Background: an optimization exercise with open tools, aiming at small area and few clock cycles. Do not read the settings as production practice. In this exercise RTL edits were held to simulation tests only and were not proved equivalent to the original. Power figures rest on the tool's default switching activity, not on a simulated workload.

### design/flow/flow/run.sh
#!/bin/bash
# Layout flow: the standard ORFS flow (standard.sh) with three changes.
#  1. Synthesis is the standard flow's (synth_recipe.tcl sourcing ORFS's synth.tcl), except
#     that adders are left to ABC (no ADDER_MAP_FILE) and ABC maps the
#     combinational logic with the area-oriented script flow/abc_area.script.
#     Registers are mapped before ABC, as in the standard synthesis, so they
#     come out the same.
#  2. Port buffers use the smallest buffer cell.
#  3. CTS inserts no dummy loads and uses sink clusters of up to 24.
# Each tool's output is in standard.log and ORFS's logs under orfs/logs.
set -euo pipefail
here=$(pwd)
abc=$here/flow/abc_area.script

sed "s|^  log_cmd abc {\*}\$abc_args\$|  set abc_args [lreplace \$abc_args 1 1 $abc]\n  log_cmd abc {*}\$abc_args|" \
  "$FLOW_HOME/scripts/synth.tcl" > "$here/synth_body.tcl"
grep -q "lreplace \$abc_args 1 1 $abc" "$here/synth_body.tcl"
sed "s|^source \$::env(SCRIPTS_DIR)/synth.tcl\$|source $here/synth_body.tcl|" \
  synth_recipe.tcl > "$here/my_synth.tcl"
grep -q "source $here/synth_body.tcl" "$here/my_synth.tcl"

bash standard.sh \
  SYNTH_SCRIPT="$here/my_synth.tcl" \
  ADDER_MAP_FILE= \
  BUFFER_PORTS_ARGS="-buffer_cell sky130_fd_sc_hd__buf_1" \
  CTS_ARGS="-sink_clustering_enable -repair_clock_nets -dont_use_dummy_load -sink_clustering_size 24 -sink_clustering_max_diameter 70" \
  finish > standard.log 2>&1
### design/flow/flow/abc_area.script
strash
&get -n
&fraig -x
&put
scorr
dc2
strash
&get -n
&st
&deepsyn -T 120
&dch -f
&nf -R 1000 -p -C 32 -F 8
&put
### design/flow/standard.sh
#!/bin/bash
# synth_recipe.tcl (not shown) runs the flow's synth.tcl, then flattens the netlist and writes it again
# the make line also repeats each setting of config.mk as NAME=value (left out here)
make -C /OpenROAD-flow-scripts/flow DESIGN_CONFIG=/design/flow/config.mk WORK_HOME=/design/flow/orfs CLKGATE_MAP_FILE= SYNTH_SCRIPT=/design/flow/synth_recipe.tcl "${@:-finish}"
### design/flow/config.mk
export PLATFORM = sky130hd
export DESIGN_NAME = rde
export DESIGN_NICKNAME = rde
export VERILOG_FILES = /design/flow/design.v
export SDC_FILE = /design/flow/constraint.sdc
export NUM_CORES = 4
export LEC_CHECK = 0
export ABC_AREA = 1
export ABC_CLOCK_PERIOD_IN_PS = 12000
export CAP_MARGIN = 20
export CORE_MARGIN = 2
export CORE_UTILIZATION = 65
export SLEW_MARGIN = 20
### design/flow/constraint.sdc
create_clock -name core_clock -period 12.0 [get_ports {clk}]
set_input_delay 2.4000 -clock core_clock [delete_from_list [all_inputs] [get_ports {clk}]]
set_output_delay 2.4000 -clock core_clock [all_outputs]
set_load 0.01 [all_outputs]
### design/flow/design.v
module rde_fec (
    input  wire [2:0] sym,       
    input  wire [5:0] cw,        
    output wire [5:0] enc,       
    output wire [2:0] syn,       
    output reg  [1:0] cor_kind,  
    output reg  [5:0] cor_cw,    
    output reg  [2:0] cor_pos,   
    output wire [2:0] dec        
);
    assign enc[5] = sym[2] ^ sym[0];
    assign enc[4] = sym[2] ^ sym[1];
    assign enc[3] = sym[1] ^ sym[0];
    assign enc[2] = sym[2];
    assign enc[1] = sym[1];
    assign enc[0] = sym[0];
    assign syn[2] = cw[5] ^ cw[2] ^ cw[0];
    assign syn[1] = cw[4] ^ cw[2] ^ cw[1];
    assign syn[0] = cw[3] ^ cw[1] ^ cw[0];
    assign dec = cw[2:0];
    always @(*) begin
        cor_kind = 2'd1;
        cor_pos  = 3'd0;
        cor_cw   = cw;
        case (syn)
            3'b000: cor_kind = 2'd0;
            3'b100: cor_pos = 3'd5;
            3'b010: cor_pos = 3'd4;
            3'b001: cor_pos = 3'd3;
            3'b110: cor_pos = 3'd2;
            3'b011: cor_pos = 3'd1;
            3'b101: cor_pos = 3'd0;
            default: cor_kind = 2'd2;
        endcase
        if (cor_kind == 2'd1)
            cor_cw = cw ^ (6'd1 << cor_pos);
        else if (cor_kind == 2'd2)
            cor_cw = 6'd0;
    end
endmodule
module rde_frmclass (
    input  wire [15:0] len,
    output wire        is_data,
    output wire        is_ack,
    output wire [15:0] data_frames,
    output wire [15:0] ack_frames
);
    wire [5:0] se = {2'b0, len[3:0]}  + {2'b0, len[11:8]};
    wire [5:0] so = {2'b0, len[7:4]}  + {2'b0, len[15:12]};
    wire       div17 = (se == so) || (se == so + 6'd17) || (so == se + 6'd17);
    wire [4:0] q1 = {1'b0, len[7:4]}  - {1'b0, len[3:0]};
    wire [3:0] q2 = len[11:8] - q1[3:0] - {3'd0, q1[4]};
    assign is_data     = (len != 16'd0) && div17;
    assign is_ack      = (len != 16'd0) && !len[0];
    assign data_frames = {4'd0, q2, q1[3:0], len[3:0]};
    assign ack_frames  = {1'b0, len[15:1]};
endmodule
module rde (
    input  wire        clk,
    input  wire        rst,
    input  wire        cmd_valid,
    output wire        cmd_ready,
    input  wire [31:0] cmd_data,
    output wire        rsp_valid,
    input  wire        rsp_ready,
    output wire [31:0] rsp_data,
    output wire        ev_valid,
    input  wire        ev_ready,
    output wire [1:0]  ev_kind,
    output wire [7:0]  ev_seq,
    output wire [15:0] ev_unit,
    output wire        ev_drop,
    input  wire        loss_valid,
    output wire        loss_ready,
    input  wire [15:0] loss_u
);
    localparam [3:0] ST_OK        = 4'h0;
    localparam [3:0] ST_CORRECTED = 4'h1;
    localparam [3:0] ST_UNCORR    = 4'h2;
    localparam [3:0] ST_QFULL     = 4'h3;
    localparam [3:0] ST_QEMPTY    = 4'h4;
    localparam [3:0] ST_BUSY      = 4'h5;
    localparam [3:0] ST_CTRL_IGN  = 4'h6;
    localparam [3:0] ST_IDLE_IGN  = 4'h7;
    localparam [3:0] ST_ACK_DROP  = 4'h8;
    localparam [3:0] ST_ACK_BADMK = 4'h9;
    localparam [3:0] ST_ACK_NOMAT = 4'hA;
    localparam [3:0] ST_ACK_DUP   = 4'hB;
    localparam [3:0] ST_RX_OOO    = 4'hC;
    localparam [3:0] ST_AMBIG     = 4'hD;
    localparam [3:0] ST_CLS_NONE  = 4'hE;
    localparam [3:0] ST_ILLEGAL   = 4'hF;
    localparam [1:0] EV_DATA   = 2'd0;
    localparam [1:0] EV_ACK    = 2'd1;
    localparam [1:0] EV_ACCEPT = 2'd2;
    localparam [2:0] P_IDLE  = 3'd0;
    localparam [2:0] P_RUN   = 3'd1;    
    localparam [2:0] P_ACKD  = 3'd2;    
    localparam [2:0] P_SLIDE = 3'd3;    
    localparam [2:0] P_RESP  = 3'd4;
    localparam [2:0] M_END  = 3'd0;     
    localparam [2:0] M_FILL = 3'd1;     
    localparam [2:0] M_RETX = 3'd2;     
    localparam [2:0] M_NEW1 = 3'd3;     
    localparam [2:0] M_ACKS = 3'd4;     
    localparam [2:0] M_ACK1 = 3'd5;     
    reg        fsm;
    reg [4:0]  sc;           
    reg [4:0]  rxe;          
    reg [2:0]  at;           
    reg        tt;           
    reg [4:0]  err;
    reg [127:0] tring;       
    reg [3:0]  tc;
    reg [3:0]  tf, tr;
    reg [4:0]  tsz;
    reg [15:0] ack;
    reg [7:0]  rslot [0:7];
    reg [2:0]  rf, rr;
    reg [3:0]  rsz;
    reg [2:0]  ph;
    reg        evv;          
    reg        evd;          
    reg [1:0]  ek;           
    reg [3:0]  st;
    reg        arq;
    reg [18:0] dat;          
    wire [4:0] u = dat[9:5];     
    wire [4:0] p = dat[14:10];   
    wire       txf = dat[15];    
    wire       j0  = dat[15];    
    wire [2:0] md  = dat[18:16];
    wire [3:0] t_slot  = (cmd_data[25:24] == 2'd0) ? tr + 4'd1 :
                         cmd_data[24] ? tr : tf;
    wire       t_wait  = cmd_valid && (cmd_data[31:26] == 6'b001000) &&
                         (cmd_data[25:24] != 2'd1) && !cmd_data[16] && !fsm &&
                         (t_slot != tc);
    assign cmd_ready  = (ph == P_IDLE) && !t_wait;
    assign ev_valid   = evv;
    assign ev_kind    = ek;
    assign ev_drop    = evd;
    assign ev_unit    = {11'd0, (ek == EV_DATA) ? u : 5'd0};
    wire [2:0] rq_idx = ((ph == P_IDLE) && cmd_data[24]) ? rr : rf;
    wire [7:0] rsel_v = rslot[rq_idx];
    wire [4:0] u_inc  = u + 5'd1;
    assign ev_seq     = (ek == EV_ACK) ? rsel_v :
                        {3'd0, (ek == EV_DATA) ? u_inc : rxe};
    wire [7:0]  opc  = cmd_data[31:24];
    wire [7:0]  sel  = cmd_data[23:16];
    wire [15:0] opd  = cmd_data[15:0];
    wire        qsel = sel[0];
    reg legal;
    always @(*) begin
        case (opc)
            8'h00: legal = (sel == 8'd0) && (opd == 16'd0);
            8'h10: legal = (sel == 8'd0) && (opd[15:3] == 13'd0);
            8'h11, 8'h12, 8'h13:
                   legal = (sel == 8'd0) && (opd[15:6] == 10'd0);
            8'h20: legal = (sel[7:1] == 7'd0) && (opd[15:8] == 8'd0);
            8'h21, 8'h22, 8'h23, 8'h24, 8'h25:
                   legal = (sel[7:1] == 7'd0) && (opd == 16'd0);
            8'h30, 8'h40, 8'h42:
                   legal = (sel == 8'd0);
            8'h41: legal = (sel == 8'd0) && (opd[15:8] == 8'd0);
            8'h43, 8'h44, 8'h45:
                   legal = (sel == 8'd0) && (opd == 16'd0);
            8'h50: legal = (sel <= 8'h11) && (opd == 16'd0);
            8'h51: legal = (sel == 8'd0) && (opd[15:5] == 11'd0);
            default: legal = 1'b0;
        endcase
    end
    wire [5:0] fec_enc;
    wire [2:0] fec_syn;
    wire [1:0] fec_kind;
    wire [5:0] fec_cw;
    wire [2:0] fec_pos;
    wire [2:0] fec_dec;
    rde_fec u_fec (
        .sym(opd[2:0]), .cw(opd[5:0]),
        .enc(fec_enc), .syn(fec_syn),
        .cor_kind(fec_kind), .cor_cw(fec_cw), .cor_pos(fec_pos),
        .dec(fec_dec)
    );
    wire        cls_data, cls_ack;
    wire [15:0] cls_dn, cls_an;
    rde_frmclass u_cls (
        .len(opd), .is_data(cls_data), .is_ack(cls_ack),
        .data_frames(cls_dn), .ack_frames(cls_an)
    );
    wire [3:0] tf_inc = tf + 4'd1;
    wire [3:0] tr_inc = tr + 4'd1;
    wire [2:0] rf_inc = rf + 3'd1;
    wire [2:0] rr_inc = rr + 3'd1;
    wire [4:0] rxe_inc = (rxe == 5'd24) ? 5'd1 : rxe + 5'd1;
    wire txq_full  = tsz[4];
    wire txq_empty = (tsz == 5'd0);
    wire rxq_full  = rsz[3];
    wire rxq_empty = (rsz == 4'd0);
    wire [4:0] fu       = sc - tsz;            
    wire       can_send = !tsz[4] && (sc != 5'd24);
    wire [7:0] ack_seq = opd[15:8];
    wire [4:0] ack_t   = ack_seq[4:0] - 5'd1;
    wire       qf_found = (ack_seq[7:5] == 3'd0) && (ack_seq[4:0] != 5'd0) &&
                          (ack_t >= fu) && (ack_t < sc);
    wire [7:0] tsel_v = tring[7:0];
    wire [7:0] txq_v  = !fsm ? tsel_v : opc[0] ? {3'd0, sc} : {3'd0, fu + 5'd1};
    wire       ack_fires = !txq_empty && (at == 3'd5);
    wire [4:0] next_seq = (sc == 5'd24) ? 5'd1 : sc + 5'd1;
    reg [18:0] regval;
    always @(*) begin
        case (sel[4:0])
            5'h00: regval = {15'd0, 2'b11, (sc == 5'd24), fsm};
            5'h01: regval = {14'd0, err};
            5'h02: regval = {14'd0, next_seq};
            5'h03: regval = {14'd0, sc};
            5'h04: regval = {14'd0, rxe};
            5'h05: regval = {16'd0, at};
            5'h06: regval = {18'd0, tt};
            5'h07: regval = {14'd0, tsz};
            5'h08: regval = {15'd0, tf};
            5'h09: regval = {15'd0, tr};
            5'h0A: regval = {3'd0, ack};
            5'h0B: regval = {15'd0, rsz};
            5'h0C: regval = {16'd0, rf};
            5'h0D: regval = {16'd0, rr};
            5'h0E: regval = 19'h11810;
            5'h0F: regval = 19'd8;
            5'h10: regval = 19'd24;
            5'h11: regval = 19'd16;
            default: regval = 19'd0;
        endcase
    end
    wire [4:0] p1      = p + 5'd1;
    wire       ack_rd  = ack[p[3:0]];
    wire       ack_rd1 = ack[(ph == P_RUN) ? p1[3:0] : tf_inc];
    wire c0        = (md == M_RETX) && (p != sc);
    wire c1        = (p1 != sc);
    wire retx_at0  = c0 && !ack_rd;
    wire retx_at1  = c0 && ack_rd && c1 && !ack_rd1;
    wire retx_skip = c0 && ack_rd && c1 && ack_rd1;
    wire want_retx = retx_at0 || retx_at1;
    wire retx_cand = want_retx || retx_skip;
    wire want_new  = can_send && ((md == M_FILL) || (md == M_NEW1) ||
                                  ((md == M_RETX) && !retx_cand && txf));
    wire want_ack  = (md == M_ACK1) ||
                     ((md == M_ACKS) && (rsz > {3'd0, evv}));
    wire want_draw = want_retx || want_new || want_ack;
    wire ev_fire   = evv && ev_ready;
    wire e_free    = !evv || ev_ready;
    wire run_draw  = (ph == P_RUN) && want_draw && e_free;
    assign loss_ready = run_draw || (ph == P_ACKD);
    wire d_fire    = loss_ready && loss_valid;
    wire drop      = (loss_u[15:13] == 3'd0);    
    wire ackd      = (ph == P_ACKD);
    wire slide     = (ph == P_SLIDE);
    wire ack_dup   = (st == ST_OK) && !j0 && ack_rd;
    wire ack_acc   = (st == ST_OK) && !ack_dup && !drop;
    wire pop_now   = slide || (ackd && loss_valid && ack_acc && j0);
    wire pop_more  = pop_now && (tsz != 5'd1) && ack_rd1;
    wire fin_now   = pop_now && (tsz == 5'd1) && (sc == 5'd24);
    wire early_rsp = (ackd && loss_valid && !pop_more) || (slide && !pop_more);
    assign rsp_valid = (ph == P_RESP) || early_rsp;
    wire [3:0] st_o  = !ackd ? st : drop ? ST_ACK_DROP : ack_dup ? ST_ACK_DUP : st;
    wire [4:0] tsz_o = pop_now ? tsz - 5'd1 : tsz;
    wire       fsm_o = fsm && !fin_now;
    assign rsp_data  = {(st_o == ST_ILLEGAL) ? 8'hFF : {4'd0, st_o},
                        arq ? {7'd0, fsm_o, 3'd0, tsz_o, 3'd0, dat[4:0]} : {5'd0, dat}};
    reg t_wr;
    always @(*) begin
        t_wr = 1'b0;
        if ((ph == P_IDLE) && cmd_valid && !t_wait && legal && (opc == 8'h20) && !qsel && !fsm && !txq_full)
            t_wr = 1'b1;
    end
    always @(posedge clk) begin
        tring <= {t_wr ? opd[7:0] : tring[7:0], tring[127:8]};
        if (rst) tc <= 4'd0;
        else     tc <= tc + 4'd1;
    end
    always @(posedge clk) begin
        if (rst) begin
            ph   <= P_IDLE;
            fsm  <= 1'b0;
            sc   <= 5'd0;
            rxe  <= 5'd1;
            at   <= 3'd0;
            tt   <= 1'b0;
            err  <= 5'd0;
            tf   <= 4'd0;
            tr   <= 4'd15;
            tsz  <= 5'd0;
            ack  <= 16'd0;
            rf   <= 3'd0;
            rr   <= 3'd7;
            rsz  <= 4'd0;
            evv  <= 1'b0;
        end else begin
            case (ph)
            P_IDLE: if (cmd_valid && !t_wait) begin
                st  <= ST_OK;
                dat <= 19'd0;
                arq <= 1'b0;
                ph  <= P_RESP;
                if (!legal) begin
                    err[4] <= 1'b1;
                    st     <= ST_ILLEGAL;
                end else begin
                    case (opc)
                    8'h10: dat <= {13'd0, fec_enc};
                    8'h11: dat <= {16'd0, fec_syn};
                    8'h12: begin
                        dat <= {(fec_kind == 2'd1) ? fec_pos : 3'd0,
                                5'd0, fec_syn, 2'd0, fec_cw};
                        if (fec_kind == 2'd1) st <= ST_CORRECTED;
                        if (fec_kind == 2'd2) begin
                            st     <= ST_UNCORR;
                            err[0] <= 1'b1;
                        end
                    end
                    8'h13: dat <= {16'd0, fec_dec};
                    8'h20: begin
                        if (fsm) st <= ST_BUSY;
                        else if (!qsel) begin
                            if (txq_full) begin
                                st     <= ST_QFULL;
                                dat    <= 19'd16;
                                err[1] <= 1'b1;
                            end else begin
                                tr  <= tr_inc;
                                tsz <= tsz + 5'd1;
                                dat <= {14'd0, tsz + 5'd1};
                            end
                        end else begin
                            if (rxq_full) begin
                                st     <= ST_QFULL;
                                dat    <= 19'd8;
                                err[1] <= 1'b1;
                            end else begin
                                rr  <= rr_inc;
                                rslot[rr_inc] <= opd[7:0];
                                rsz <= rsz + 4'd1;
                                dat <= {15'd0, rsz + 4'd1};
                            end
                        end
                    end
                    8'h21: begin
                        if (fsm) st <= ST_BUSY;
                        else if (!qsel) begin
                            if (txq_empty) begin
                                st     <= ST_QEMPTY;
                                err[2] <= 1'b1;
                            end else begin
                                tf  <= tf_inc;
                                tsz <= tsz - 5'd1;
                                dat <= {14'd0, tsz - 5'd1};
                            end
                        end else begin
                            if (rxq_empty) begin
                                st     <= ST_QEMPTY;
                                err[2] <= 1'b1;
                            end else begin
                                rf  <= rf_inc;
                                rsz <= rsz - 4'd1;
                                dat <= {15'd0, rsz - 4'd1};
                            end
                        end
                    end
                    8'h22, 8'h23: begin
                        if (!qsel ? txq_empty : rxq_empty) begin
                            st     <= ST_QEMPTY;
                            err[2] <= 1'b1;
                        end else
                            dat <= {11'd0, qsel ? rsel_v : txq_v};
                    end
                    8'h24: begin
                        if (fsm) st <= ST_BUSY;
                        else if (!qsel) begin
                            tf  <= 4'd0;
                            tr  <= 4'd15;
                            tsz <= 5'd0;
                        end else begin
                            rf  <= 3'd0;
                            rr  <= 3'd7;
                            rsz <= 4'd0;
                        end
                    end
                    8'h25: dat <= qsel ? {15'd0, rsz} : {14'd0, tsz};
                    8'h30: begin
                        if (cls_data && cls_ack) begin
                            st     <= ST_AMBIG;
                            err[3] <= 1'b1;
                        end else if (cls_data)
                            dat <= {1'b0, 2'b01, cls_dn};
                        else if (cls_ack)
                            dat <= {1'b0, 2'b10, cls_an};
                        else
                            st <= ST_CLS_NONE;
                    end
                    8'h40: begin
                        arq <= 1'b1;
                        if (opd == 16'h0247) begin
                            tf  <= 4'd0;
                            tr  <= 4'd15;
                            tsz <= 5'd0;
                            ack <= 16'd0;
                            rf  <= 3'd0;
                            rr  <= 3'd7;
                            rsz <= 4'd0;
                            at  <= 3'd0;
                            tt  <= 1'b0;
                            sc  <= 5'd0;
                            rxe <= 5'd1;
                            fsm <= 1'b1;
                            dat[18:16]  <= M_FILL;
                            ph  <= P_RUN;
                        end else
                            st <= ST_CTRL_IGN;
                    end
                    8'h41: begin
                        arq <= 1'b1;
                        if (opd[7:0] != {3'd0, rxe})
                            st <= ST_RX_OOO;
                        else begin
                            evv <= 1'b1;
                            ek  <= EV_ACCEPT;
                            evd <= 1'b0;
                            if (rxq_full) begin
                                st     <= ST_QFULL;
                                err[1] <= 1'b1;
                            end else begin
                                rr  <= rr_inc;
                                rslot[rr_inc] <= opd[7:0];
                                rsz <= rsz + 4'd1;
                            end
                            dat[18:16] <= (rsz >= 4'd7) ? M_ACK1 : M_END;
                            ph <= P_RUN;
                        end
                    end
                    8'h42: begin
                        arq <= 1'b1;
                        if (!fsm)
                            st <= ST_IDLE_IGN;
                        else begin
                            if (opd[7:0] != 8'h06)  st <= ST_ACK_BADMK;
                            else if (!qf_found)     st <= ST_ACK_NOMAT;
                            dat[14:10]  <= ack_t;
                            dat[15] <= (ack_t == fu);
                            ph <= P_ACKD;
                        end
                    end
                    8'h43: begin
                        arq <= 1'b1;
                        if (!fsm)
                            st <= ST_IDLE_IGN;
                        else begin
                            if (ack_fires)       at <= 3'd0;
                            else if (!txq_empty) at <= at + 3'd1;
                            tt  <= !tt;
                            dat[15] <= tt;
                            dat[14:10]   <= fu;
                            dat[18:16]  <= ack_fires ? M_RETX : M_NEW1;
                            if (ack_fires || (tt && can_send))
                                ph <= P_RUN;
                        end
                    end
                    8'h44: begin
                        arq <= 1'b1;
                        dat[18:16]  <= M_ACKS;
                        if (!rxq_empty) ph <= P_RUN;
                    end
                    8'h45: begin
                        arq <= 1'b1;
                        tf  <= 4'd0;
                        tr  <= 4'd15;
                        tsz <= 5'd0;
                        ack <= 16'd0;
                        rf  <= 3'd0;
                        rr  <= 3'd7;
                        rsz <= 4'd0;
                        at  <= 3'd0;
                        tt  <= 1'b0;
                        sc  <= 5'd0;
                        rxe <= 5'd1;
                        fsm <= 1'b0;
                    end
                    8'h50: dat <= regval;
                    8'h51: begin
                        err <= err & ~opd[4:0];
                        dat <= {14'd0, err & ~opd[4:0]};
                    end
                    default: ;
                    endcase
                end
            end
            P_RUN: begin
                if (ev_fire) begin
                    dat[4:0] <= dat[4:0] + 5'd1;
                    if (ek == EV_ACK) begin
                        rf  <= rf_inc;
                        rsz <= rsz - 4'd1;
                    end
                    if (ek == EV_ACCEPT)
                        rxe <= rxe_inc;
                end
                if (retx_skip)
                    dat[14:10] <= p1 + 5'd1;
                if (d_fire) begin
                    evv <= 1'b1;
                    evd <= drop;
                    if (want_ack) begin
                        ek <= EV_ACK;
                        if (md == M_ACK1) dat[18:16] <= M_END;
                    end else if (want_retx) begin
                        ek <= EV_DATA;
                        dat[9:5]  <= retx_at0 ? p : p1;
                        dat[14:10]  <= retx_at0 ? p1 : p1 + 5'd1;
                    end else begin
                        ek  <= EV_DATA;
                        dat[9:5]   <= sc;
                        sc  <= sc + 5'd1;
                        tr  <= tr_inc;
                        tsz <= tsz + 5'd1;
                        if (md != M_FILL) dat[18:16] <= M_END;
                    end
                end else if (ev_fire)
                    evv <= 1'b0;
                if (!want_draw && !retx_skip && (!evv || ev_ready))
                    ph <= P_RESP;
            end
            P_ACKD: if (loss_valid) begin
                st <= st_o;
                if (ack_acc) begin
                    at <= 3'd0;
                    if (!j0) ack[p[3:0]] <= 1'b1;
                end
            end
            P_SLIDE: ack[tf] <= 1'b0;
            P_RESP: if (rsp_ready) ph <= P_IDLE;
            default: ph <= P_IDLE;
            endcase
            if (pop_now) begin
                tf  <= tf_inc;
                tsz <= tsz - 5'd1;
                if (fin_now) begin
                    fsm <= 1'b0;
                    tt  <= 1'b0;
                end
            end
            if ((ackd && loss_valid) || slide)
                ph <= !early_rsp ? P_SLIDE : rsp_ready ? P_IDLE : P_RESP;
        end
    end
endmodule
==> results of run 1 <==
-- power groups by stage --
stage	sequential, uW	combinational, uW	clock (uW)
final	1020	270	558
after global routing	1020	280	586
after CTS	1020	254	552
after detailed placement	1040	253	0
after global placement	1040	246	0
after floorplan	1030	164	0
-- state kept, by name, indices dropped and copies added, names as in the netlist, 5 cells and up --
name,cells
ack,16
rxe,5
tsz,5
dat,19
tring,128
sc,5
rslot,64
err,5
-- worst paths after layout --
path | startpoint | end | slack (ns) | cells past startpoint
worst max-delay path | cmd_data[6] | ack[7] | 3.41 | 21
worst min-delay path | tring[30] | tring[22] | 0.33 | 0
worst max register to register | ph[0] | tr[3] | 4.12 | 22
worst min register to register | tring[30] | tring[22] | 0.33 | 0
-- cells by family (layout without fill, tap and decap cells) --
kind of cell | count (synthesis) | in the layout | share of synthesized area
flops | 286 | 286 | 0.491
compound gates | 461 | 461 | 0.223
other cells | 1 | 16 | 0.000277
xor+xnor | 77 | 77 | 0.0499
fa+ha+maj | 6 | 6 | 0.00444
simple gates | 553 | 553 | 0.195
buf+inv | 67 | 172 | 0.0253
mux | 14 | 14 | 0.0110
-- Yosys cell counts, types with 5 or more instances --
cell type	instances
o31ai_1	8
dfxtp_1	195
a21oi_1	99
a221oi_1	20
a211oi_1	9
edfxtp_1	91
o32a_1	9
mux2_1	7
o2111ai_1	6
nor2_1	167
or2_0	11
a221o_1	10
nand4_1	9
xnor2_1	49
o211ai_1	10
nand2b_1	30
o22ai_1	33
nor2b_1	35
and2_0	16
xor2_1	28
maj3_1	6
nor4_1	15
o21ai_0	132
nand2_1	129
o21a_1	11
nor3_1	51
nand3_1	42
mux2i_1	7
o221ai_1	18
buf_4	24
a22oi_1	13
nand3b_1	5
and3_1	13
a222oi_1	9
a2111oi_0	11
clkinv_1	43
nor3b_1	5
or3_1	13
a21o_1	6
a31oi_1	18
a32oi_1	6
-- area by class of cell --
class	count	area, sq um
clock buffer	17	425
fill	1482	5610
inverter	43	161
multi-input combinational	1127	6610
sequential	286	6640
tap	270	338
timing repair buffer	112	512
-- metrics by stage --
stage,util,cell area (sq um)
detailed placement,0.702,14200
CTS,0.723,14700
floorplan,-,13600
global placement,0.702,14200
global route,0.723,14700
finish,0.723,14700
-- worst register-to-register path: cells and delay by family, from the launching register on --
kind	cells	cell delay, ns
AOI/OAI and AO/OA	9	3.34
and+or+nand+nor	10	2.58
buffers and inverters	3	1.32
DFF	1	0.57
-- per-layer routing --
metal,vias up,routed length [um]
met2,1444,21700
li1,5722,-
met3,363,8320
met5,-,27
met4,4,3980
met1,6257,17900
==> run_results.csv, run 1 <==
group,metric,value,unit
status,status,"finished clean",
floorplanning,coreArea,20300,sq um
clock_network,cts-resized-gates,0,
grt,global_route.usage.met3,0.148,
clock_network,insertion_delay,0.52,ns
pwr,internal-power,1340,uW
grt,grt_pass1_vias,12805,
clock_network,tritoncts,"yes",
detailed_routing,final_antenna_net_count,0,
worst_hold_path,min_path_type,"register to register",
sta,fmax,0.116,GHz
sta,fin_crit,8.59,ns
grt,antenna_found_initial,2,
clock_network,numCtsBuffers,17,
pwr,ir_drop,0.160,mV
grt,overflow,0,
layout,antenna_cells,0,
grt,grtUsageMet1,0.594,
grt,met2_usage,0.699,
synth,synth_edf_count,91,
sta,period_share,0.716,
pwr,clkPwrFrac,0.302,
synth,synth_cells,1465,
clock_network,clkTransAtPathRegs,0.10,ns
placement,gp_congestion,1.03,
layout,fin_cells,1855,
pwr,power,1850,uW
floorplanning,die-area,22000,sq um
synth,ys_seq_area_frac,0.491,
sta,tightest_slew,1.24,ns
layout,final_layout_size_suffix_gt1_frac,0.0284,
synth,yosysWarnings,2,
setup_path,crit_slowest_cell,"o21ai_0",
pwr,p_leak,0.00489,uW
setup_path,critPathCaptureType,"register",
floorplanning,fp-row-count,52,
sta,setup_ws,3.41,ns
detailed_routing,drt_iter0_drc,2625,
setup_path,cp.buffers_inverters,3,
clock_network,hold_buffers,0,
detailed_routing,remaining_drc_errors,0,
setup_path,cp_common_cell,"o21ai_0",
setup_path,crit_required,12.34,ns
grt,grt_usage,0.461,
flow_run,cap_violations,0,
synth,synth_top_cell_by_area,"dfxtp_1",
synth,ys_seq_elements,286,
sta,slew_headroom,0.169,
placement,place_inst,1837,
synth,yosysTopAreaCellShare,0.289,
synth,avgSynthCellArea,9.23,sq um
pwr,p_per_area,126,nW/um^2
grt,grt_pass1_wl,76900,um
synth,ys_types,65,
floorplanning,die_y,148,um
layout,layout_commonest_cell,"dfxtp_1",
setup_path,cp.arrival,8.92,ns
setup_path,crit_type,"input pin to register",
sta,finalSetupViolCount,0,
sta,setup-tns-final,0,ns
setup_path,cpPeakStageDelay,0.68,ns
clock_network,cts_buffer_depth,3,
setup_path,path_cells,"buf_1 > clkinv_1 > a221o_1 > o21ai_0 > nand2_1 > o21ai_0 > nand2_1 > o41ai_1 > a31oi_1 > nor4b_1 > a31oi_1 > or4_1 > a31oi_1 > nor3_1 > a31oi_1 > nand2_1 > o21ai_0 > clkbuf_2 > a21oi_1 > o21ai_0 > o21ai_0",
clock_network,post_cts_buffers,0,
sta,hold_viol_final,0,
synth,synth_top_cells_by_area,"dfxtp_1 (29%), edfxtp_1 (20%), o21ai_0 (4.9%), nor2_1 (4.6%), a21oi_1 (3.7%)",
floorplanning,initial_utilization,0.666,
detailed_routing,routed_wl,51900,um
pwr,power.net_switching,510,uW
setup_path,crit_fanout,13,
floorplanning,ios,117,
placement,dpl_worst_slack,3.22,ns
detailed_routing,dr.pass1.iters,10,
pwr,netSwitchingFraction,0.276,
detailed_routing,viasPerCell,7.43,
clock_network,ctsHtreeMaxLevel,1,
setup_path,crit_family,"compound AO/OA/AOI/OAI gates",
pwr,seqPwrFrac,0.552,
placement,io_buffers,87,
setup_path,critPathLaunchType,"input pin",
synth,synth_flop_cell,"dfxtp_1",
clock_network,cts_root_buf,"clkbuf_16",
detailed_routing,wire_per_inst,28.0,um
sta,rsz0062_at_grt,"no",
clock_network,cts_sinks,286,
pwr,pwr-share-comb,0.146,
sta,whs,0.325,ns
detailed_routing,num_vias,13790,
grt,grt_max_degree,37,
layout,area_growth,8.62,%
layout,nets,1641,
layout,final_cell_mix,"dfxtp_1 (195), nor2_1 (166), o21ai_0 (131)",
floorplanning,die_width,148,um
sta,finalClockSkew,0.0445,ns
sta,final_max_slew_viol_count,0,
synth,async_reset_ff_frac,0,
grt,grt.busiest_layer,"met2",
placement,dpl.hpwl,38500,um
synth,synth_area,13500,sq um
Testbench counts, summed over its fixed seeds: cycles 33,293.
==> run 2: changes to the inputs <==
==> design/flow/flow/abc_area.script (replaced) <==
strash
&get -n
&fraig -x
&put
scorr
dc2
strash
&get -n
&st
&syn2
&dch -f
&nf -R 1000 -p -C 32 -F 8
&st
&syn2
&dch -f
&nf -R 1000 -p -C 32 -F 8
&put
--- a/design/flow/config.mk
+++ b/design/flow/config.mk
@@ -7,7 +7,8 @@
 export LEC_CHECK = 0
 export ABC_AREA = 1
 export ABC_CLOCK_PERIOD_IN_PS = 12000
-export CAP_MARGIN = 20
+export CAP_MARGIN = 0
 export CORE_MARGIN = 2
 export CORE_UTILIZATION = 65
-export SLEW_MARGIN = 20
+export GPL_TIMING_DRIVEN = 0
+export SLEW_MARGIN = 0
==> run 2 against run 1 <==
Compared with the run above: design area up 6.4%; highest routed layer is now met4; largest cell class is now multi-input gates; the layout now fails its checks (capacitance limit, slew limit); synthesized area up 6.0%; register-to-register slack better by 0.85 ns; critical endpoint is now rslot[1][3]; first-iteration DRC count down 11%; sequential cell count unchanged.
==> run_results.csv, run 2 <==
group,metric,value,unit
floorplanning,ios,117,
setup_path,cp.arrival,9.11,ns
sta,fmax,0.112,GHz
synth,synth_cells,1550,
sta,setup-tns-final,0,ns
pwr,p_per_area,118,nW/um^2
setup_path,critPathLaunchType,"input pin",
synth,ys_seq_elements,286,
clock_network,cts_buffer_depth,3,
clock_network,numCtsBuffers,18,
sta,rsz0062_at_grt,"no",
synth,synth_top_cell_by_area,"dfxtp_1",
floorplanning,coreArea,21800,sq um
pwr,p_leak,0.00517,uW
sta,period_share,0.747,
sta,final_max_slew_viol_count,6,
layout,layout_commonest_cell,"dfxtp_1",
floorplanning,fp-row-count,54,
synth,synth_edf_count,91,
setup_path,path_cells,"buf_1 > clkinv_1 > nor2_1 > a211oi_1 > nor2_1 > o41ai_1 > nand4_1 > a31oi_1 > nor2_1 > clkinv_1 > a2111oi_0 > nand2b_1 > nor3_1",
clock_network,post_cts_buffers,0,
synth,synth_area,14300,sq um
grt,grt_usage,0.426,
synth,yosys-top-cells-count,"dfxtp_1 (195), nor2_1 (191), nand2_1 (166)",
synth,yosysWarnings,2,
floorplanning,die-area,23200,sq um
setup_path,cp.buffers_inverters,3,
sta,tightest_slew,1.63,ns
sta,fin_crit,8.96,ns
layout,final_cell_mix,"dfxtp_1 (195), nor2_1 (191), nand2_1 (166)",
setup_path,crit_fanout,25,
status,status,"complete, but fails checks",
clock_network,clkTransAtPathRegs,0.10,ns
grt,overflow,0,
setup_path,crit_required,12.15,ns
synth,synth_top_cells_by_area,"dfxtp_1 (27%), edfxtp_1 (19%), nor2_1 (5.0%), nand2_1 (4.3%), a21oi_1 (3.7%)",
sta,setup_ws,3.04,ns
pwr,ir_drop,0.144,mV
synth,ys_seq_area_frac,0.463,
setup_path,critPathCaptureType,"register",
layout,reg_top3,"tring: 128 flops, rslot: 64 flops, dat: 19 flops",
clock_network,tritoncts,"yes",
setup_path,crit_family,"simple AND/OR/NAND/NOR gates",
detailed_routing,dr.pass1.iters,8,
layout,area_growth,9.07,%
detailed_routing,num_vias,14028,
grt,grt_pass1_wl,76400,um
layout,nets,1732,
detailed_routing,drt_iter0_drc,2338,
sta,slew_headroom,-0.0965,
layout,fin_cells,1958,
synth,avgSynthCellArea,9.24,sq um
floorplanning,die_y,152,um
layout,top_register,"tring",
sta,hold_viol_final,0,
placement,io_buffers,87,
detailed_routing,viasPerCell,7.16,
layout,final_layout_size_suffix_gt1_frac,0.0459,
sta,finalClockSkew,0.0840,ns
placement,dpl_worst_slack,2.91,ns
synth,async_reset_ff_frac,0,
status,so_faults,"capacitance limit, slew limit",
detailed_routing,final_antenna_net_count,0,
flow_run,cap_violations,1,
clock_network,hold_buffers,0,
layout,largest_register_ffs,128,
setup_path,cp_common_cell,"nor2_1",
synth,yosysTopAreaCellShare,0.272,
setup_path,crit_slowest_cell,"nor3_1",
placement,gp_congestion,1.04,
setup_path,cpPeakStageDelay,1.06,ns
clock_network,cts_root_buf,"clkbuf_16",
worst_hold_path,min_path_type,"register to register",
sta,whs,0.294,ns
floorplanning,initial_utilization,0.659,
setup_path,crit_type,"input pin to register",
grt,antenna_found_initial,2,
synth,post-synth-top-count-cell,"dfxtp_1",
grt,grt_pass1_vias,12895,
layout,fin_util,0.718,
floorplanning,die_width,152,um
detailed_routing,routed_wl,50900,um
synth,ys_types,68,
grt,grt_max_degree,46,
detailed_routing,remaining_drc_errors,0,
placement,dpl.hpwl,37600,um
clock_network,cts_sinks,286,
clock_network,insertion_delay,0.54,ns
detailed_routing,wire_per_inst,26.0,um
placement,place_inst,1938,
clock_network,ctsHtreeMaxLevel,1,
clock_network,cts-resized-gates,0,
synth,synth_flop_cell,"dfxtp_1",
sta,finalSetupViolCount,0,
-- run 2: worst paths after layout --
check	from	end	slack (ns)	cells after the start
worst max-delay path	cmd_data[24]	rslot[1][3]	3.04	13
worst min-delay path	tring[20]	tring[12]	0.29	0
worst max register to register	ph[0]	sc[1]	4.97	21
worst min register to register	tring[20]	tring[12]	0.29	0
-- run 2: cells by family (layout without fill, tap and decap cells) --
| kind of cell | count (synthesis) | count (layout) | share of synthesized area |
|---|---|---|---|
| compound gates | 420 | 420 | 0.192 |
| xor+xnor | 83 | 83 | 0.0507 |
| fa+ha+maj | 8 | 8 | 0.00559 |
| buf+inv | 63 | 174 | 0.0228 |
| flops | 286 | 286 | 0.463 |
| mux | 48 | 48 | 0.0517 |
| other cells | 1 | 18 | 0.000262 |
| simple gates | 641 | 641 | 0.214 |
-- run 2: routing by layer --
metal | share of wire | wire [um] | GRT usage
met1 | 0.36 | 18500 | 0.580
met2 | 0.42 | 21600 | 0.637
met3 | 0.15 | 7690 | 0.0995
met4 | 0.061 | 3110 | 0.224
met5 | 0 | 0 | 0
-- run 2: final cells by class --
class / count / area [sq um]
antenna: 2 / 5.00
buffer: 24 / 180
clock buffer: 18 / 450
fill: 1655 / 6130
inverter: 39 / 146
multi-input combinational: 1216 / 7450
sequential: 286 / 6640
tap: 280 / 350
timing repair buffer: 93 / 408
-- run 2: report_power, final --
| group | switching (uW) | internal [uW] | total, uW |
|---|---|---|---|
| Combinational | 162 | 84.1 | 246 |
| Sequential | 24.4 | 1000 | 1030 |
| Clock | 307 | 267 | 574 |
| Total | 493 | 1360 | 1850 |
-- run 2: through the flow --
step           total power, uW  cell area, sq um
3_3_place_gp              1280             15100
2_1_floorplan             1190             14400
3_5_place_dp              1280             15200
4_1_cts                   1840             15600
6_report                  1850             15600
5_1_grt                   1900             15600
==> run 3: changes to the inputs <==
--- a/design/flow/design.v
+++ b/design/flow/design.v
@@ -115,7 +115,8 @@
     reg [3:0]  tf, tr;
     reg [4:0]  tsz;
     reg [15:0] ack;
-    reg [7:0]  rslot [0:7];
+    reg [63:0] rring;        
+    reg        rpure;
     reg [2:0]  rf, rr;
     reg [3:0]  rsz;
     reg [2:0]  ph;
@@ -135,16 +136,26 @@
     wire       t_wait  = cmd_valid && (cmd_data[31:26] == 6'b001000) &&
                          (cmd_data[25:24] != 2'd1) && !cmd_data[16] && !fsm &&
                          (t_slot != tc);
-    assign cmd_ready  = (ph == P_IDLE) && !t_wait;
+    wire [2:0] r_slot  = (cmd_data[25:24] == 2'd2) ? rf :
+                         (cmd_data[25:24] == 2'd3) ? rr : rr + 3'd1;
+    wire       r_acc   = !fsm && (cmd_data[31:24] == 8'h20) && cmd_data[16] ||
+                         !rpure && (((cmd_data[31:25] == 7'b0010001) && cmd_data[16]) ||
+                                    (cmd_data[31:24] == 8'h41));
+    wire       r_wait  = cmd_valid && r_acc && (r_slot != tc[2:0]);
+    assign cmd_ready  = (ph == P_IDLE) && !t_wait && !r_wait;
     assign ev_valid   = evv;
     assign ev_kind    = ek;
     assign ev_drop    = evd;
     assign ev_unit    = {11'd0, (ek == EV_DATA) ? u : 5'd0};
-    wire [2:0] rq_idx = ((ph == P_IDLE) && cmd_data[24]) ? rr : rf;
-    wire [7:0] rsel_v = rslot[rq_idx];
+    wire [5:0] rfd    = {1'b0, rxe} - {2'd0, rsz};
+    wire [4:0] r_fv   = (rfd[5] || rfd == 6'd0) ? rfd[4:0] + 5'd24 : rfd[4:0];
+    wire [4:0] r_rv   = (rxe == 5'd1) ? 5'd24 : rxe - 5'd1;
+    wire [2:0] r_k    = tc[2:0] - rf;
+    wire [4:0] r_ta   = r_fv + {2'd0, r_k};
+    wire [4:0] r_tv   = (r_ta > 5'd24) ? r_ta - 5'd24 : r_ta;
     wire [4:0] u_inc  = u + 5'd1;
-    assign ev_seq     = (ek == EV_ACK) ? rsel_v :
-                        {3'd0, (ek == EV_DATA) ? u_inc : rxe};
+    assign ev_seq     = (ek == EV_ACK) ? (rpure ? {3'd0, r_fv} : dat[12:5]) :
+                        {3'd0, (ek == EV_DATA) ? u_inc : u};
     wire [7:0]  opc  = cmd_data[31:24];
     wire [7:0]  sel  = cmd_data[23:16];
     wire [15:0] opd  = cmd_data[15:0];
@@ -203,6 +214,7 @@
     wire       qf_found = (ack_seq[7:5] == 3'd0) && (ack_seq[4:0] != 5'd0) &&
                           (ack_t >= fu) && (ack_t < sc);
     wire [7:0] tsel_v = tring[7:0];
+    wire [7:0] rxq_v  = !rpure ? rring[7:0] : {3'd0, opc[0] ? r_rv : r_fv};
     wire [7:0] txq_v  = !fsm ? tsel_v : opc[0] ? {3'd0, sc} : {3'd0, fu + 5'd1};
     wire       ack_fires = !txq_empty && (at == 3'd5);
     wire [4:0] next_seq = (sc == 5'd24) ? 5'd1 : sc + 5'd1;
@@ -242,8 +254,10 @@
     wire retx_cand = want_retx || retx_skip;
     wire want_new  = can_send && ((md == M_FILL) || (md == M_NEW1) ||
                                   ((md == M_RETX) && !retx_cand && txf));
-    wire want_ack  = (md == M_ACK1) ||
-                     ((md == M_ACKS) && (rsz > {3'd0, evv}));
+    wire ack_rdy   = rpure || (!evv && (tc[2:0] == rf));
+    wire want_ack  = ack_rdy && ((md == M_ACK1) ||
+                                 ((md == M_ACKS) && (rsz > {3'd0, evv})));
+    wire ack_hold  = !ack_rdy && ((md == M_ACK1) || ((md == M_ACKS) && (rsz != 4'd0)));
     wire want_draw = want_retx || want_new || want_ack;
     wire ev_fire   = evv && ev_ready;
     wire e_free    = !evv || ev_ready;
@@ -268,10 +282,20 @@
     reg t_wr;
     always @(*) begin
         t_wr = 1'b0;
-        if ((ph == P_IDLE) && cmd_valid && !t_wait && legal && (opc == 8'h20) && !qsel && !fsm && !txq_full)
+        if ((ph == P_IDLE) && cmd_valid && !t_wait && !r_wait && legal && (opc == 8'h20) && !qsel && !fsm && !txq_full)
             t_wr = 1'b1;
     end
+    reg       r_wr;
+    reg [7:0] r_in;
+    always @(*) begin
+        r_wr = 1'b0;
+        if ((ph == P_IDLE) && cmd_valid && !t_wait && !r_wait && legal && !rxq_full &&
+            (((opc == 8'h20) && qsel && !fsm) || ((opc == 8'h41) && !rpure && (opd[7:0] == {3'd0, rxe}))))
+            r_wr = 1'b1;
+        r_in = r_wr ? opd[7:0] : rpure ? {3'd0, r_tv} : rring[7:0];
+    end
     always @(posedge clk) begin
+        rring <= {r_in, rring[63:8]};
         tring <= {t_wr ? opd[7:0] : tring[7:0], tring[127:8]};
         if (rst) tc <= 4'd0;
         else     tc <= tc + 4'd1;
@@ -293,9 +317,11 @@
             rr   <= 3'd7;
             rsz  <= 4'd0;
             evv  <= 1'b0;
+            rpure <= 1'b1;
         end else begin
+            if (rsz == 4'd0) rpure <= 1'b1;
             case (ph)
-            P_IDLE: if (cmd_valid && !t_wait) begin
+            P_IDLE: if (cmd_valid && !t_wait && !r_wait) begin
                 st  <= ST_OK;
                 dat <= 19'd0;
                 arq <= 1'b0;
@@ -336,9 +362,9 @@
                                 err[1] <= 1'b1;
                             end else begin
                                 rr  <= rr_inc;
-                                rslot[rr_inc] <= opd[7:0];
                                 rsz <= rsz + 4'd1;
                                 dat <= {15'd0, rsz + 4'd1};
+                                rpure <= 1'b0;
                             end
                         end
                     end
@@ -369,7 +395,7 @@
                             st     <= ST_QEMPTY;
                             err[2] <= 1'b1;
                         end else
-                            dat <= {11'd0, qsel ? rsel_v : txq_v};
+                            dat <= {11'd0, qsel ? rxq_v : txq_v};
                     end
                     8'h24: begin
                         if (fsm) st <= ST_BUSY;
@@ -423,12 +449,13 @@
                             evv <= 1'b1;
                             ek  <= EV_ACCEPT;
                             evd <= 1'b0;
+                            dat[9:5] <= rxe;
+                            rxe <= rxe_inc;
                             if (rxq_full) begin
                                 st     <= ST_QFULL;
                                 err[1] <= 1'b1;
                             end else begin
                                 rr  <= rr_inc;
-                                rslot[rr_inc] <= opd[7:0];
                                 rsz <= rsz + 4'd1;
                             end
                             dat[18:16] <= (rsz >= 4'd7) ? M_ACK1 : M_END;
@@ -498,8 +525,6 @@
                         rf  <= rf_inc;
                         rsz <= rsz - 4'd1;
                     end
-                    if (ek == EV_ACCEPT)
-                        rxe <= rxe_inc;
                 end
                 if (retx_skip)
                     dat[14:10] <= p1 + 5'd1;
@@ -508,6 +533,7 @@
                     evd <= drop;
                     if (want_ack) begin
                         ek <= EV_ACK;
+                        dat[12:5] <= rring[7:0];
                         if (md == M_ACK1) dat[18:16] <= M_END;
                     end else if (want_retx) begin
                         ek <= EV_DATA;
@@ -523,7 +549,7 @@
                     end
                 end else if (ev_fire)
                     evv <= 1'b0;
-                if (!want_draw && !retx_skip && (!evv || ev_ready))
+                if (!want_draw && !retx_skip && !ack_hold && (!evv || ev_ready))
                     ph <= P_RESP;
             end
             P_ACKD: if (loss_valid) begin
==> design/flow/flow/abc_area.script (replaced) <==
strash
&get -n
&fraig -x
&put
scorr
dc2
strash
&get -n
&st
&deepsyn -T 240
&dch -f
&nf -R 1000 -p -C 32 -F 8
&put
--- a/design/flow/config.mk
+++ b/design/flow/config.mk
@@ -7,8 +7,7 @@
 export LEC_CHECK = 0
 export ABC_AREA = 1
 export ABC_CLOCK_PERIOD_IN_PS = 12000
-export CAP_MARGIN = 0
+export CAP_MARGIN = 20
 export CORE_MARGIN = 2
 export CORE_UTILIZATION = 65
-export GPL_TIMING_DRIVEN = 0
-export SLEW_MARGIN = 0
+export SLEW_MARGIN = 20
==> run 3 against run 2 <==
Compared with the run above: synthesized cell count fell by 3.5%; via count fell by 3.7%; count of clock-buffer cells in the layout rose by 1; sequential share of layout area fell by 0.29 points; critical endpoint is now tf[1]; first-iteration DRC count rose by 13%; the run now finishes clean; design area fell by 8.7%; largest power group unchanged.
==> run_results.csv, run 3 <==
group,metric,value,unit
clock_network,cts_root_buf,"clkbuf_16",
pwr,seqPwrFrac,0.559,
clock_network,clkTransAtPathRegs,0.09,ns
placement,gp_congestion,1.10,
sta,rsz0062_at_grt,"no",
synth,async_reset_ff_frac,0,
synth,synth_top_cell_by_area,"dfxtp_1",
synth,synth_flop_cell,"dfxtp_1",
sta,fin_crit,8.52,ns
pwr,ir_drop,0.147,mV
detailed_routing,remaining_drc_errors,0,
floorplanning,die_y,146,um
clock_network,tritoncts,"yes",
detailed_routing,routed_wl,51900,um
pwr,netSwitchingFraction,0.261,
grt,grt_pass1_vias,12852,
grt,grt_max_degree,31,
pwr,power.net_switching,468,uW
sta,final_max_slew_viol_count,0,
clock_network,cts_buffer_depth,3,
placement,io_buffers,87,
setup_path,critPathLaunchType,"input pin",
floorplanning,coreArea,19700,sq um
floorplanning,initial_utilization,0.668,
detailed_routing,dr.pass1.iters,9,
layout,area_growth,8.69,%
placement,place_inst,1855,
layout,largest_register_ffs,128,
layout,nets,1665,
clock_network,hold_buffers,0,
grt,antenna_found_initial,1,
pwr,p_per_area,126,nW/um^2
synth,synth_edf_count,27,
synth,yosysWarnings,2,
layout,final_cell_mix,"dfxtp_1 (260), nor2_1 (183), o21ai_0 (139)",
synth,ys_seq_elements,287,
detailed_routing,viasPerCell,7.20,
flow_run,cap_violations,0,
layout,layout_commonest_cell,"dfxtp_1",
setup_path,crit_type,"input pin to register",
synth,ys_seq_area_frac,0.458,
sta,hold_viol_final,0,
synth,ys_types,69,
layout,reg_top3,"tring: 128 flops, rring: 64 flops, dat: 19 flops",
grt,overflow,0,
setup_path,critPathCaptureType,"register",
worst_hold_path,min_path_type,"register to register",
synth,synth_area,13100,sq um
clock_network,ctsHtreeMaxLevel,1,
synth,yosysTopAreaCellShare,0.397,
clock_network,numCtsBuffers,19,
floorplanning,die_width,146,um
synth,synth_cells,1495,
synth,post-synth-top-count-cell,"dfxtp_1",
status,status,"finished clean",
sta,finalSetupViolCount,0,
grt,grt_usage,0.475,
clock_network,cts-resized-gates,0,
setup_path,crit_fanout,12,
floorplanning,die-area,21300,sq um
layout,fin_cells,1875,
detailed_routing,drt_iter0_drc,2638,
synth,synth_top_cells_by_area,"dfxtp_1 (40%), edfxtp_1 (6.2%), o21ai_0 (5.3%), nor2_1 (5.2%), xnor2_1 (4.0%)",
layout,top_register,"tring",
detailed_routing,final_antenna_net_count,0,
sta,whs,0.323,ns
pwr,p_leak,0.00500,uW
clock_network,post_cts_buffers,0,
detailed_routing,num_vias,13508,
setup_path,crit_required,12.36,ns
synth,avgSynthCellArea,8.78,sq um
grt,grt_pass1_wl,77300,um
sta,fmax,0.117,GHz
synth,yosys-top-cells-count,"dfxtp_1 (260), nor2_1 (183), o21ai_0 (139)",
floorplanning,ios,117,
sta,slew_headroom,0.255,
layout,final_layout_size_suffix_gt1_frac,0.0230,
sta,finalClockSkew,0.0879,ns
placement,dpl.hpwl,38200,um
pwr,pwr-share-comb,0.110,
sta,tightest_slew,1.11,ns
layout,fin_util,0.726,
floorplanning,fp-row-count,51,
clock_network,cts_sinks,287,
sta,setup-tns-final,0,ns
sta,period_share,0.710,
pwr,clkPwrFrac,0.332,
setup_path,cp.arrival,8.88,ns
pwr,internal-power,1330,uW
detailed_routing,wire_per_inst,27.7,um
clock_network,insertion_delay,0.54,ns
run 3: changes by cell type in the layout (fill, tap and decap cells not counted), moves of 15 or more:
cell / before / now
nor3_1: 70 / 40
dfxtp_1: 195 / 260
nand2_1: 166 / 125
a31oi_1: 32 / 17
edfxtp_1: 91 / 27
o21ai_0: 98 / 139
mux4_2: 20 / 1
run 3: power groups by stage:
stage | clock network, uW | registers, uW | logic [uW]
after global placement | 0 | 1020 | 179
final | 596 | 1000 | 197
after detailed placement | 0 | 1020 | 184
after CTS | 589 | 1000 | 186
after floorplan | 0 | 1020 | 119
after global routing | 621 | 1000 | 207
run 3: final timing paths:
check                             startpoint   endpoint  slack, ns  cells after the start
worst max register to register         ph[0]      tf[1]       4.61                     22
worst min-delay path               tring[48]  tring[40]       0.32                      0
worst max-delay path            cmd_data[29]      tf[1]       3.48                     22
worst min register to register     tring[48]  tring[40]       0.32                      0
run 3: cell families (layout without fill, tap and decap cells):
kind of cell | after synthesis | after routing | synth area share
buffers and inverters | 69 | 168 | 0.0266
xor gates and xnor gates | 94 | 94 | 0.0627
adders and majority gates | 9 | 9 | 0.00686
DFF | 287 | 287 | 0.458
and+or+nand+nor | 569 | 569 | 0.211
other | 1 | 17 | 0.000286
muxes | 15 | 15 | 0.0130
AOI/OAI and AO/OA | 451 | 451 | 0.221
run 3: cell type report:
cell class	count	area (sq um)
inverters	45	169
clock buffers	19	475
flip-flops and latches	287	6020
repair buffers	104	454
well taps	265	332
fillers	1476	5390
diodes	1	2.50
multi-input cells	1154	6820
run 3: metal layers:
layer  GRT usage  share of wire  vias up
li1            -              -     5695
met4       0.312          0.086        0
met1       0.578           0.34     6138
met2       0.728           0.43     1298
met3       0.152           0.15      377
met5           0              0        -
run 3: stage by stage:
stage	power [uW]	cell area, sq um	worst slack (ns)
after floorplan	1130	13200	5.56
after global placement	1200	13800	3.56
after detailed placement	1210	13800	3.52
after CTS	1780	14300	3.98
after global routing	1830	14300	3.45
final	1800	14300	3.48
run 3: worst max-delay path, cell delays in order:
cell      delay, ns
buf_1          0.46
nor2_1         0.13
nand2_1        0.11
or2_0          0.42
a21boi_0       0.18
buf_4          0.21
nand2b_1       0.07
nand4_1        0.09
nand2_1        0.10
nor2_1         0.05
nor4b_1        0.61
o21ai_0        0.15
buf_4          0.19
nor2_1         0.40
and2_0         0.79
nand2b_1       0.68
a21boi_0       0.51
nor2_1         0.19
nor2b_1        0.28
a21oi_1        0.29
o21ai_0        0.37
o21ai_0        0.18
Testbench counts of run 3, summed over its fixed seeds: cycles 33,316.
==> run 4: changes to the inputs <==
==> design/flow/flow/abc_area.script (replaced) <==
strash
&get -n
&fraig -x
&put
scorr
dc2
strash
&get -n
&st
&deepsyn -T 600
&dch -f
&nf -R 1000 -p -C 32 -F 8
&put
==> run 4 against run 3 <==
Compared with the run above: sequential power about the same; critical path depth decreased by 14; still clean on timing, DRC and antenna; critical endpoint is now cmd_ready; synthesized cell count increased by 0.40%; wire length decreased by 3.2%; sequential cell count unchanged; synthesized area decreased by 0.59%; cell count increased by 0.43%; highest routed layer unchanged.
==> run_results.csv, run 4 <==
group,metric,value,unit
detailed_routing,remaining_drc_errors,0,
synth,synth_top_cells_by_area,"dfxtp_1 (40%), edfxtp_1 (6.2%), a21oi_1 (5.1%), o21ai_0 (4.9%), xnor2_1 (4.6%)",
setup_path,critPathLaunchType,"input pin",
synth,ys_seq_elements,287,
status,status,"finished clean",
grt,antenna_found_initial,0,
grt,global_route.usage.met3,0.131,
layout,final_cell_area,14200,sq um
setup_path,crit_required,9.60,ns
sta,finalSetupViolCount,0,
setup_path,crit_type,"input pin to output pin",
layout,area_growth,8.73,%
pwr,ir_drop,0.174,mV
grt,grt_pass1_vias,12460,
sta,setup-tns-final,0,ns
clock_network,cts_sinks,287,
layout,fill_cells,1473,
synth,ys_seq_area_frac,0.461,
synth,synth_edf_count,27,
layout,final_layout_size_suffix_gt1_frac,0.0254,
floorplanning,die_y,146,um
synth,ys_types,62,
detailed_routing,wire_per_inst,26.7,um
layout,reg_top3,"tring: 128 flops, rring: 64 flops, dat: 19 flops",
layout,largest_register_ffs,128,
flow_run,cap_violations,0,
detailed_routing,final_antenna_net_count,0,
sta,hold_viol_final,0,
grt,grt_max_degree,37,
detailed_routing,routed_wl,50200,um
clock_network,post_cts_buffers,0,
sta,slew_headroom,0.197,
floorplanning,die-area,21200,sq um
synth,synth_cells,1501,
synth,synth_top_family_by_area,"compound AO/OA/AOI/OAI gates",
grt,grt_pass1_wl,75200,um
clock_network,numCtsBuffers,17,
synth,yosys-top-cells-count,"dfxtp_1 (260), nand2_1 (157), nor2_1 (148)",
clock_network,ctsHtreeMaxLevel,1,
sta,tightest_slew,1.17,ns
synth,post-synth-top-count-cell,"dfxtp_1",
floorplanning,coreArea,19600,sq um
layout,layout_commonest_cell,"dfxtp_1",
sta,finalClockSkew,0.0370,ns
detailed_routing,dr.pass1.iters,12,
grt,overflow,0,
placement,place_area,13700,sq um
setup_path,critPathCaptureType,"output pin",
floorplanning,fp-row-count,51,
pwr,p_per_area,124,nW/um^2
floorplanning,die_width,146,um
synth,async_reset_ff_frac,0,
pwr,power,1760,uW
sta,rsz0062_at_grt,"no",
placement,dpl.hpwl,36700,um
sta,period_share,0.664,
placement,gp_congestion,1.08,
synth,avgSynthCellArea,8.69,sq um
placement,io_buffers,87,
floorplanning,ios,117,
synth,synth_area,13000,sq um
grt,grtUsageMet1,0.593,
detailed_routing,drt_iter0_drc,2500,
clock_network,cts-resized-gates,0,
synth,synth_flop_cell,"dfxtp_1",
setup_path,crit_fanout,13,
sta,fin_crit,7.96,ns
setup_path,cp.arrival,5.56,ns
pwr,p_leak,0.00496,uW
worst_hold_path,min_path_type,"register to register",
clock_network,tritoncts,"yes",
layout,final_cell_mix,"dfxtp_1 (260), nand2_1 (157), nor2_1 (148)",
setup_path,r2r_slack,5.03,ns
synth,yosys.area_share.simple,0.205,
synth,synth_fa_ha_area_frac,0.00767,
sta,final_max_slew_viol_count,0,
synth,synth_top_cell_by_area,"dfxtp_1",
detailed_routing,viasPerCell,7.04,
layout,fin_util,0.724,
synth,synth_mux_area_frac,0.0125,
layout,top_register,"tring",
grt,met2_usage,0.688,
clock_network,cts_buffer_depth,3,
synth,synth_xor_xnor_area_share,0.0705,
synth,yosysWarnings,2,
sta,fmax,0.126,GHz
detailed_routing,num_vias,13252,
clock_network,cts_root_buf,"clkbuf_16",
grt,grt.busiest_layer,"met2",
synth,yosysTopAreaCellShare,0.399,
clock_network,insertion_delay,0.51,ns
clock_network,clkTransAtPathRegs,0.09,ns
layout,nets,1673,
synth,synth_compound_area_frac,0.217,
clock_network,hold_buffers,0,
grt,grt_usage,0.461,
floorplanning,initial_utilization,0.666,
run 4: layout make-up:
type	count	area, sq um	area share
repair buffers	108	484	0.0341
inverters	45	169	0.0119
clock buffers	17	425	0.0300
well taps	265	332	0.0234
diodes	1	2.50	0.000176
multi-input cells	1160	6760	0.476
flip-flops and latches	287	6020	0.424
run 4: worst max-delay path: stages:
cell and delay, ns:
buf_1 0.47, nand2b_1 0.65, nand2_1 0.23, nor2_1 0.64, nand3_1 0.29, o22ai_1 0.48
a31oi_1 0.22, buf_1 0.17
run 4: worst paths after layout:
check / endpoint / cells after the start / start
setup / recovery: cmd_ready / 8 / cmd_data[28]
hold / removal: tring[64] / 0 / tring[72]
setup reg to reg: tr[3] / 23 / ph[0]
hold reg to reg: tring[64] / 0 / tring[72]
run 4: cell families after synthesis:
| logic type | Yosys count |
|---|---|
| AOI/OAI and AO/OA | 455 |
| DFF | 287 |
| muxes | 15 |
| and+or+nand+nor | 559 |
| other | 1 |
| adders and majority gates | 10 |
| xor gates and xnor gates | 105 |
| buffers and inverters | 69 |
run 4: per-stage QoR:
step,worst slack [ns],hold slack (ns),instances
floorplan,5.76,0.310,1516
detailed placement,4.47,0.312,1865
finish,4.04,0.285,1883
global route,3.98,0.287,1882
global placement,4.63,0.309,1865
CTS,4.33,0.289,1882
run 4: per-layer routing:
| layer | vias to the layer above | wire (um) |
|---|---|---|
| met2 | 1238 | 21100 |
| met3 | 315 | 7580 |
| met5 | - | 0 |
| met4 | 0 | 3870 |
| met1 | 6037 | 17600 |
| li1 | 5662 | - |
run 4: power by group:
| group | switching [uW] | internal, uW | leakage (uW) | total, uW |
|---|---|---|---|---|
| sequential | 19.9 | 984 | 0.00235 | 1000 |
| clock | 295 | 253 | 0.000210 | 548 |
| combinational | 143 | 66.6 | 0.00240 | 209 |
| total | 457 | 1300 | 0.00496 | 1760 |
==> run 5: changes to the inputs <==
==> design/flow/flow/abc_area.script (replaced) <==
strash
&get -n
&fraig -x
&put
scorr
dc2
strash
&get -n
&st
&deepsyn -T 1200
&dch -f
&nf -R 1000 -p -C 32 -F 8
&put
==> run 5 against run 4 <==
Compared with the run above: sequential power is essentially flat; die area is the same; fmax is the same; design area is the same; clock skew is the same; synthesized cell count is the same; utilization is the same; cell count is the same; power is the same; critical path type unchanged; largest power group unchanged.
==> run_results.csv, run 5 <==
group,metric,value,unit
placement,dpl.hpwl,36700,um
sta,tightest_slew,1.17,ns
setup_path,path_cells,"buf_1 > nand2b_1 > nand2_1 > nor2_1 > nand3_1 > o22ai_1 > a31oi_1 > buf_1",
synth,ys_seq_elements,287,
detailed_routing,num_vias,13252,
detailed_routing,routed_wl,50200,um
floorplanning,fp-row-count,51,
synth,synth_xor_xnor_area_share,0.0705,
pwr,ir_drop,0.174,mV
status,status,"finished clean",
floorplanning,die_y,146,um
synth,yosysWarnings,2,
floorplanning,initial_utilization,0.666,
layout,largest_register_ffs,128,
synth,synth_fa_ha_area_frac,0.00767,
setup_path,crit_family,"simple AND/OR/NAND/NOR gates",
setup_path,crit_type,"input pin to output pin",
sta,finalClockSkew,0.0370,ns
clock_network,numCtsBuffers,17,
layout,final_layout_size_suffix_gt1_frac,0.0254,
synth,avgSynthCellArea,8.69,sq um
floorplanning,die-area,21200,sq um
sta,fin_crit,7.96,ns
synth,ys_seq_area_frac,0.461,
layout,multi_input_area,6760,sq um
synth,synth_edf_count,27,
layout,final_cell_mix,"dfxtp_1 (260), nand2_1 (157), nor2_1 (148)",
grt,overflow,0,
detailed_routing,viasPerCell,7.04,
detailed_routing,wire_per_inst,26.7,um
layout,top_register,"tring",
setup_path,r2r_slack,5.03,ns
layout,fill_cells,1473,
layout,nets,1673,
pwr,p_per_area,124,nW/um^2
synth,synth_cells,1501,
synth,synth_top_cells_by_area,"dfxtp_1 (40%), edfxtp_1 (6.2%), a21oi_1 (5.1%), o21ai_0 (4.9%), xnor2_1 (4.6%)",
clock_network,cts_root_buf,"clkbuf_16",
clock_network,cts-resized-gates,0,
sta,finalSetupViolCount,0,
setup_path,cp.arrival,5.56,ns
clock_network,post_cts_buffers,0,
synth,yosys-top-cells-count,"dfxtp_1 (260), nand2_1 (157), nor2_1 (148)",
clock_network,clkTransAtPathRegs,0.09,ns
sta,period_share,0.664,
pwr,p_leak,0.00496,uW
synth,post-synth-top-count-cell,"dfxtp_1",
synth,yosys.area_share.simple,0.205,
sta,setup-tns-final,0,ns
placement,gp_congestion,1.08,
grt,grt_pass1_vias,12460,
placement,place_inst,1865,
setup_path,critPathCaptureType,"output pin",
worst_hold_path,min_path_type,"register to register",
setup_path,crit_slowest_cell,"nand2b_1",
detailed_routing,dr.pass1.iters,12,
grt,grt_pass1_wl,75200,um
placement,place_area,13700,sq um
grt,antenna_found_initial,0,
layout,final-seq-area,6020,sq um
setup_path,cp.buffers_inverters,2,
grt,grt_max_degree,37,
setup_path,crit_fanout,13,
layout,layout_commonest_cell,"dfxtp_1",
flow_run,cap_violations,0,
floorplanning,coreArea,19600,sq um
setup_path,crit_required,9.60,ns
layout,area_growth,8.73,%
layout,reg_top3,"tring: 128 flops, rring: 64 flops, dat: 19 flops",
clock_network,hold_buffers,0,
floorplanning,ios,117,
layout,fin_cells,1883,
pwr,power,1760,uW
synth,synth_top_family_by_area,"compound AO/OA/AOI/OAI gates",
synth,synth_flop_cell,"dfxtp_1",
sta,hold_viol_final,0,
detailed_routing,remaining_drc_errors,0,
floorplanning,die_width,146,um
sta,rsz0062_at_grt,"no",
synth,yosysTopAreaCellShare,0.399,
synth,synth_compound_area_frac,0.217,
synth,synth_top_cell_by_area,"dfxtp_1",
grt,grt_usage,0.461,
clock_network,insertion_delay,0.51,ns
layout,final_cell_area,14200,sq um
detailed_routing,final_antenna_net_count,0,
clock_network,ctsHtreeMaxLevel,1,
layout,fin_util,0.724,
sta,final_max_slew_viol_count,0,
detailed_routing,drt_iter0_drc,2500,
synth,ys_types,62,
placement,io_buffers,87,
setup_path,cpPeakStageDelay,0.65,ns
clock_network,cts_buffer_depth,3,
setup_path,critPathLaunchType,"input pin",
synth,synth_area,13000,sq um
synth,async_reset_ff_frac,0,
sta,slew_headroom,0.197,
synth,synth_mux_area_frac,0.0125,
clock_network,tritoncts,"yes",
setup_path,cp_common_cell,"buf_1",
sta,fmax,0.126,GHz
clock_network,cts_sinks,287,
-- run 5: report_power, final --
group	switching, uW	total (uW)	internal, uW
Clock	295	548	253
Combinational	143	209	66.6
Sequential	19.9	1000	984
-- run 5: metal layers --
metal	vias to the layer above	GRT usage	routed length [um]
met3	315	0.131	7580
li1	5662	-	-
met1	6037	0.593	17600
met2	1238	0.688	21100
met4	0	0.283	3870
met5	-	0	0
-- run 5: per-stage QoR --
stage | hold slack (ns) | setup slack [ns]
2_1_floorplan | 0.310 | 5.76
3_3_place_gp | 0.309 | 4.63
3_5_place_dp | 0.312 | 4.47
4_1_cts | 0.289 | 4.33
5_1_grt | 0.287 | 3.98
6_report | 0.285 | 4.04
-- run 5: logic make-up after synthesis --
family | count (synthesis)
muxes | 15
DFF | 287
adders and majority gates | 10
and+or+nand+nor | 559
other | 1
buffers and inverters | 69
xor gates and xnor gates | 105
AOI/OAI and AO/OA | 455
-- run 5: layout make-up --
cell class,instances,share of cell area
sequential,287,0.424
multi-input combinational,1160,0.476
tap,265,0.0234
inverter,45,0.0119
timing repair buffer,108,0.0341
clock buffer,17,0.0300
antenna,1,0.000176
-- run 5: worst register-to-register path, stage by stage, from the launching register on --
cell,delay (ns)
dfxtp_1,0.70
and2_0,0.86
clkinv_1,0.18
buf_4,0.28
a21oi_1,0.14
o21ai_0,0.22
o21ai_0,0.27
nor3_1,0.10
o21ai_0,0.09
o31ai_1,0.09
o21ai_0,0.38
nand3_1,0.42
nand2_1,0.33
a21oi_1,0.09
o31ai_1,0.57
nand2_1,0.34
o32ai_1,0.29
a21boi_0,0.31
nand2b_1,0.33
and3_1,0.29
nor2b_1,0.25
nand2_1,0.10
a21oi_1,0.14
o21ai_0,0.08
-- run 5: final timing paths --
kind | startpoint | depth (start not counted) | to
max | cmd_data[28] | 8 | cmd_ready
min reg2reg | tring[72] | 0 | tring[64]
min | tring[72] | 0 | tring[64]
max reg2reg | ph[0] | 23 | tr[3]

## static timing again, ports no longer ideal
The results above use ideal ports. As a check the final layouts listed here were re-extracted and re-timed, cells and wires unchanged.
Step 1, drivers: a clkbuf_16 drives clk and a buf_2 each remaining input, both assumed.
Step 2 adds t to the input delays and takes it off the output delays; t is the mean of the earliest and latest rising clock arrival at the registers after step 1. Input paths then give back, and output paths get back, about the clock's delay inside the block.
Three values: ideal, step 1, step 2; two values: the first two.
| run | shift t [ns] | slack for setup (ns) | hold slack, ns | worst data-port slew with drivers (ns) | cell pins on the clock port's net |
|---|---|---|---|---|---|
| run 1 | 0.546 | 3.414 / 3.431 / 2.885 | 0.325 / 0.325 / 0.325 | 0.08 | 1 |
| run 2 | 0.546 | 3.040 / 3.060 / 2.513 | 0.294 / 0.294 / 0.294 | 0.05 | 1 |
| run 3 | 0.545 | 3.479 / 3.502 / 2.957 | 0.323 / 0.323 / 0.323 | 0.04 | 1 |
| run 4 | 0.538 | 4.037 / 4.000 / 3.807 | 0.285 / 0.285 / 0.285 | 0.05 | 1 |
| run 5 | 0.538 | 4.037 / 4.000 / 3.807 | 0.285 / 0.285 / 0.285 | 0.05 | 1 |
For run 1, which loses most, drivers alone change the setup slack by +0.017 ns; drivers and shift together by -0.529 ns.
